From an optimization exercise on the open Yosys and OpenROAD flow, aimed at small area, a short achievable clock period and few clock cycles per item; shortcuts taken in it are not production practice. Function was checked by simulation only, so behaviour that the tests miss may differ from the original.

==> flow/design.v <==
module isg_qmod_unit (
    input  wire        clk,
    input  wire        rst,         
    input  wire        start,       
    input  wire        op,          
    input  wire        variant,     
    input  wire        bit_in,      
    input  wire [31:0] coef_in,     
    input  wire [31:0] qstep,       
    output wire        ready,
    output reg         done,        
    output wire [63:0] coef_out,    
    output reg         bit_out      
);
    wire [31:0] q_in = variant ? 32'h0001_0000 : qstep;
    wire        s_in = coef_in[31];
    wire [30:0] m_in = coef_in[30:0] ^ {31{s_in}};
    wire [31:0] M_in = op ? {m_in, s_in} : {1'b0, m_in};
    wire [4:0] im, iq;
    msb32 u_msbm (.x(M_in), .idx(im));
    msb32 u_msbq (.x(q_in), .idx(iq));
    wire [5:0]  dbl   = {1'b0, im} - {1'b0, iq};
    wire [3:0]  c_in  = dbl[5] ? 4'd0 : dbl[4:1];      
    wire [31:0] d_in  = q_in << {c_in, 1'b0};
    reg        v;           
    reg        first;       
    reg [3:0]  cnt;         
    reg        bitr, sr;
    reg [31:0] remr;        
    reg [31:0] dr;          
    reg [33:0] acc;         
    wire last = (cnt == 4'd0);
    assign ready = ~v | last;
    wire [33:0] t1 = {2'b00, remr} - {1'b0, dr, 1'b0};
    wire        q1 = ~t1[33];
    wire [31:0] r1 = q1 ? t1[31:0] : remr;
    wire [32:0] t2 = {1'b0, r1} - {1'b0, dr};
    wire        q2 = ~t2[32];
    wire [31:0] r2 = q2 ? t2[31:0] : r1;
    wire [33:0] S    = {34{sr}};
    wire [33:0] a    = first ? 34'd0 : acc;
    wire [33:0] sum1 = a + ({1'b0, dr, 1'b0} ^ S) + {33'd0, sr};
    wire [33:0] p1   = q1 ? sum1 : a;
    wire        lb0  = last & ~bitr;
    wire [33:0] b2   = lb0 ? {1'b0, dr, 1'b0} : {2'b00, dr};
    wire [33:0] sum2 = p1 + (b2 ^ S) + {33'd0, sr};
    wire        take = q2 | (last & bitr);
    always @(posedge clk) begin
        acc     <= take ? sum2 : p1;
        bit_out <= q1 ^ q2;
        if (ready) begin
            remr <= M_in;
            dr   <= d_in;
            bitr <= bit_in;
            sr   <= s_in;
            cnt  <= c_in;
        end else begin
            remr <= r2;
            dr   <= {2'b00, dr[31:2]};
            cnt  <= cnt - 4'd1;
        end
        if (rst) begin
            v     <= 1'b0;
            done  <= 1'b0;
            first <= 1'b0;
        end else begin
            done  <= v & last;
            first <= ready & start;
            if (ready)
                v <= start;
        end
    end
    assign coef_out = {{30{acc[33]}}, acc};
endmodule
module msb32 (
    input  wire [31:0] x,
    output wire [4:0]  idx
);
    wire [15:0] x1 = idx[4] ? x[31:16] : x[15:0];
    wire [7:0]  x2 = idx[3] ? x1[15:8] : x1[7:0];
    wire [3:0]  x3 = idx[2] ? x2[7:4]  : x2[3:0];
    wire [1:0]  x4 = idx[1] ? x3[3:2]  : x3[1:0];
    assign idx[4] = |x[31:16];
    assign idx[3] = |x1[15:8];
    assign idx[2] = |x2[7:4];
    assign idx[1] = |x3[3:2];
    assign idx[0] = x4[1];
endmodule
clock: 11.0 ns
lec_check: 0
abc_area: 1
cap_margin: 20
core_margin: 2
core_utilization: 40
place_density: 0.6
setup_slack_margin: 5
slew_margin: 20
run.sh (not shown) runs the stock make flow with config.mk's settings and CLKGATE_MAP_FILE= SYNTH_SCRIPT=/design/flow/synth_recipe.tcl, a recipe that flattens the netlist after the stock synthesis.
Testbench counts at the start, summed over its fixed seeds: cycles 6,723, items 4,000.
Next try:
==> flow/flow/run.sh (new file) <==
#!/bin/bash
set -e
export BUFFER_PORTS_ARGS="-buffer_cell sky130_fd_sc_hd__buf_2"
bash standard.sh > standard.log 2>&1
==> flow/standard.sh (new file) <==
#!/bin/bash
# synth_recipe.tcl (not shown) runs the flow's synth.tcl, then flattens the netlist and writes it again
# the make line also repeats each setting of config.mk as NAME=value (left out here)
make -C /OpenROAD-flow-scripts/flow DESIGN_CONFIG=/design/flow/config.mk WORK_HOME=/design/flow/orfs CLKGATE_MAP_FILE= SYNTH_SCRIPT=/design/flow/synth_recipe.tcl "${@:-finish}"
--- a/flow/config.mk
+++ b/flow/config.mk
@@ -9,6 +9,7 @@
 export CAP_MARGIN = 20
 export CORE_MARGIN = 2
-export CORE_UTILIZATION = 40
-export PLACE_DENSITY = 0.6
+export CORE_UTILIZATION = 50
+export GPL_ROUTABILITY_DRIVEN = 0
+export PLACE_DENSITY = 0.7
 export SETUP_SLACK_MARGIN = 5
 export SLEW_MARGIN = 20
removed: flow/run.sh
Synthesized area stays the same.
Routed wire length came out lower by 11%.
Via count grows by 0.48%.
Die area came out lower by 20%.
Utilization went up by 6.4 points.
Worst hold slack got worse by 36 ps.
Cell count shrinks by 3.5%.
Cell area is lower by 9.3%.
Setup slack improves by 5.6 ps.
Synthesized cell count does not change.
Next try:
==> flow/run.sh (new file) <==
#!/bin/bash
# synth_recipe.tcl (not shown) runs the flow's synth.tcl, then flattens the netlist and writes it again
# the make line also repeats each setting of config.mk as NAME=value (left out here)
make -C /OpenROAD-flow-scripts/flow DESIGN_CONFIG=/design/flow/config.mk WORK_HOME=/design/flow/orfs CLKGATE_MAP_FILE= SYNTH_SCRIPT=/design/flow/synth_recipe.tcl finish
--- a/flow/config.mk
+++ b/flow/config.mk
@@ -9,7 +9,6 @@
 export CAP_MARGIN = 20
 export CORE_MARGIN = 2
-export CORE_UTILIZATION = 50
-export GPL_ROUTABILITY_DRIVEN = 0
-export PLACE_DENSITY = 0.7
+export CORE_UTILIZATION = 55
+export PLACE_DENSITY = 0.75
 export SETUP_SLACK_MARGIN = 5
 export SLEW_MARGIN = 20
removed: flow/flow/run.sh
removed: flow/standard.sh
What happened: Cell count came out lower by 0.75%; non-clock buffer count came out higher by 19; core utilization grows by 13 points; worst setup slack loses 4.1 ps; first-iteration DRC count goes down by 3.0%; cell area rose by 11%; routed wire length rises by 7.9%; via count grows by 3.0%.
Next try:
==> flow/flow/run.sh (new file) <==
#!/bin/bash
set -e
export BUFFER_PORTS_ARGS="-buffer_cell sky130_fd_sc_hd__buf_2"
bash standard.sh > standard.log 2>&1
==> flow/standard.sh (new file) <==
#!/bin/bash
# synth_recipe.tcl (not shown) runs the flow's synth.tcl, then flattens the netlist and writes it again
# the make line also repeats each setting of config.mk as NAME=value (left out here)
make -C /OpenROAD-flow-scripts/flow DESIGN_CONFIG=/design/flow/config.mk WORK_HOME=/design/flow/orfs CLKGATE_MAP_FILE= SYNTH_SCRIPT=/design/flow/synth_recipe.tcl "${@:-finish}"
--- a/flow/config.mk
+++ b/flow/config.mk
@@ -9,6 +9,6 @@
 export CAP_MARGIN = 20
 export CORE_MARGIN = 2
-export CORE_UTILIZATION = 55
-export PLACE_DENSITY = 0.75
+export CORE_UTILIZATION = 50
+export PLACE_DENSITY = 0.7
 export SETUP_SLACK_MARGIN = 5
 export SLEW_MARGIN = 20
removed: flow/run.sh
The changed run passed the timing, design-rule and antenna checks.
Cell area is lower by 11%.
Utilization went down by 13 points.
Cell count came out higher by 0.48%.
Die area goes up by 9.8%.
Via count is lower by 4.4%.
Next try:
==> flow/run.sh (new file) <==
#!/bin/bash
# synth_recipe.tcl (not shown) runs the flow's synth.tcl, then flattens the netlist and writes it again
# the make line also repeats each setting of config.mk as NAME=value (left out here)
make -C /OpenROAD-flow-scripts/flow DESIGN_CONFIG=/design/flow/config.mk WORK_HOME=/design/flow/orfs CLKGATE_MAP_FILE= SYNTH_SCRIPT=/design/flow/synth_recipe.tcl finish
--- a/flow/config.mk
+++ b/flow/config.mk
@@ -7,8 +7,9 @@
 export LEC_CHECK = 0
 export ABC_AREA = 1
+export ABC_CLOCK_PERIOD_IN_PS = 6000
 export CAP_MARGIN = 20
 export CORE_MARGIN = 2
-export CORE_UTILIZATION = 50
-export PLACE_DENSITY = 0.7
+export CORE_UTILIZATION = 40
+export PLACE_DENSITY = 0.6
 export SETUP_SLACK_MARGIN = 5
 export SLEW_MARGIN = 20
removed: flow/flow/run.sh
removed: flow/standard.sh
What happened: Setup slack gets worse by 91 ps. Critical path depth goes down by 6. Flip-flop and latch count stays the same. Clock skew climbs by 6.8 ps. Die area goes up by 24%.
Next try:
==> flow/flow/run.sh (new file) <==
#!/bin/bash
set -e
export BUFFER_PORTS_ARGS="-buffer_cell sky130_fd_sc_hd__buf_2"
bash standard.sh > standard.log 2>&1
==> flow/standard.sh (new file) <==
#!/bin/bash
# synth_recipe.tcl (not shown) runs the flow's synth.tcl, then flattens the netlist and writes it again
# the make line also repeats each setting of config.mk as NAME=value (left out here)
make -C /OpenROAD-flow-scripts/flow DESIGN_CONFIG=/design/flow/config.mk WORK_HOME=/design/flow/orfs CLKGATE_MAP_FILE= SYNTH_SCRIPT=/design/flow/synth_recipe.tcl "${@:-finish}"
--- a/flow/config.mk
+++ b/flow/config.mk
@@ -7,5 +7,4 @@
 export LEC_CHECK = 0
 export ABC_AREA = 1
-export ABC_CLOCK_PERIOD_IN_PS = 6000
 export CAP_MARGIN = 20
 export CORE_MARGIN = 2
removed: flow/run.sh
=>
- The new run passed the timing, design-rule and antenna checks
- critical path depth decreases by 1
- wire length decreases by a little under a tenth

-- re-timing with driven ports --
Ports are ideal in the flow. The routed layouts listed here were re-timed in OpenROAD. Step 1 sets driving cells, clkbuf_16 on the clock port and buf_2 on the other inputs (assumed; they add their load-dependent delay and slew). Step 2 also shifts input and output timing later by t, the mid clock arrival at the registers, as if the neighbouring blocks saw the same clock. a / b / c = no drivers / after step 1 / after step 2; a / b = the first two.
| run | t (ns) | setup WS [ns] | pins driven straight from the clock port |
|---|---|---|---|
| the first run | 0.427 | 5.111 / 5.137 / 4.710 | 1 |
| the second run | 0.434 | 5.117 / 5.123 / 4.688 | 1 |
| the third run | 0.417 | 5.113 / 5.139 / 4.722 | 1 |
| the fourth run | 0.431 | 5.202 / 5.202 / 4.874 | 1 |
| the fifth run | 0.427 | 5.111 / 5.137 / 4.710 | 1 |
| the sixth run | 0.428 | 5.230 / 5.236 / 4.808 | 1 |
After both steps every run listed still meets setup and hold. For the second run, which loses most, drivers alone change the setup slack by +0.006 ns; drivers and shift together by -0.429 ns.
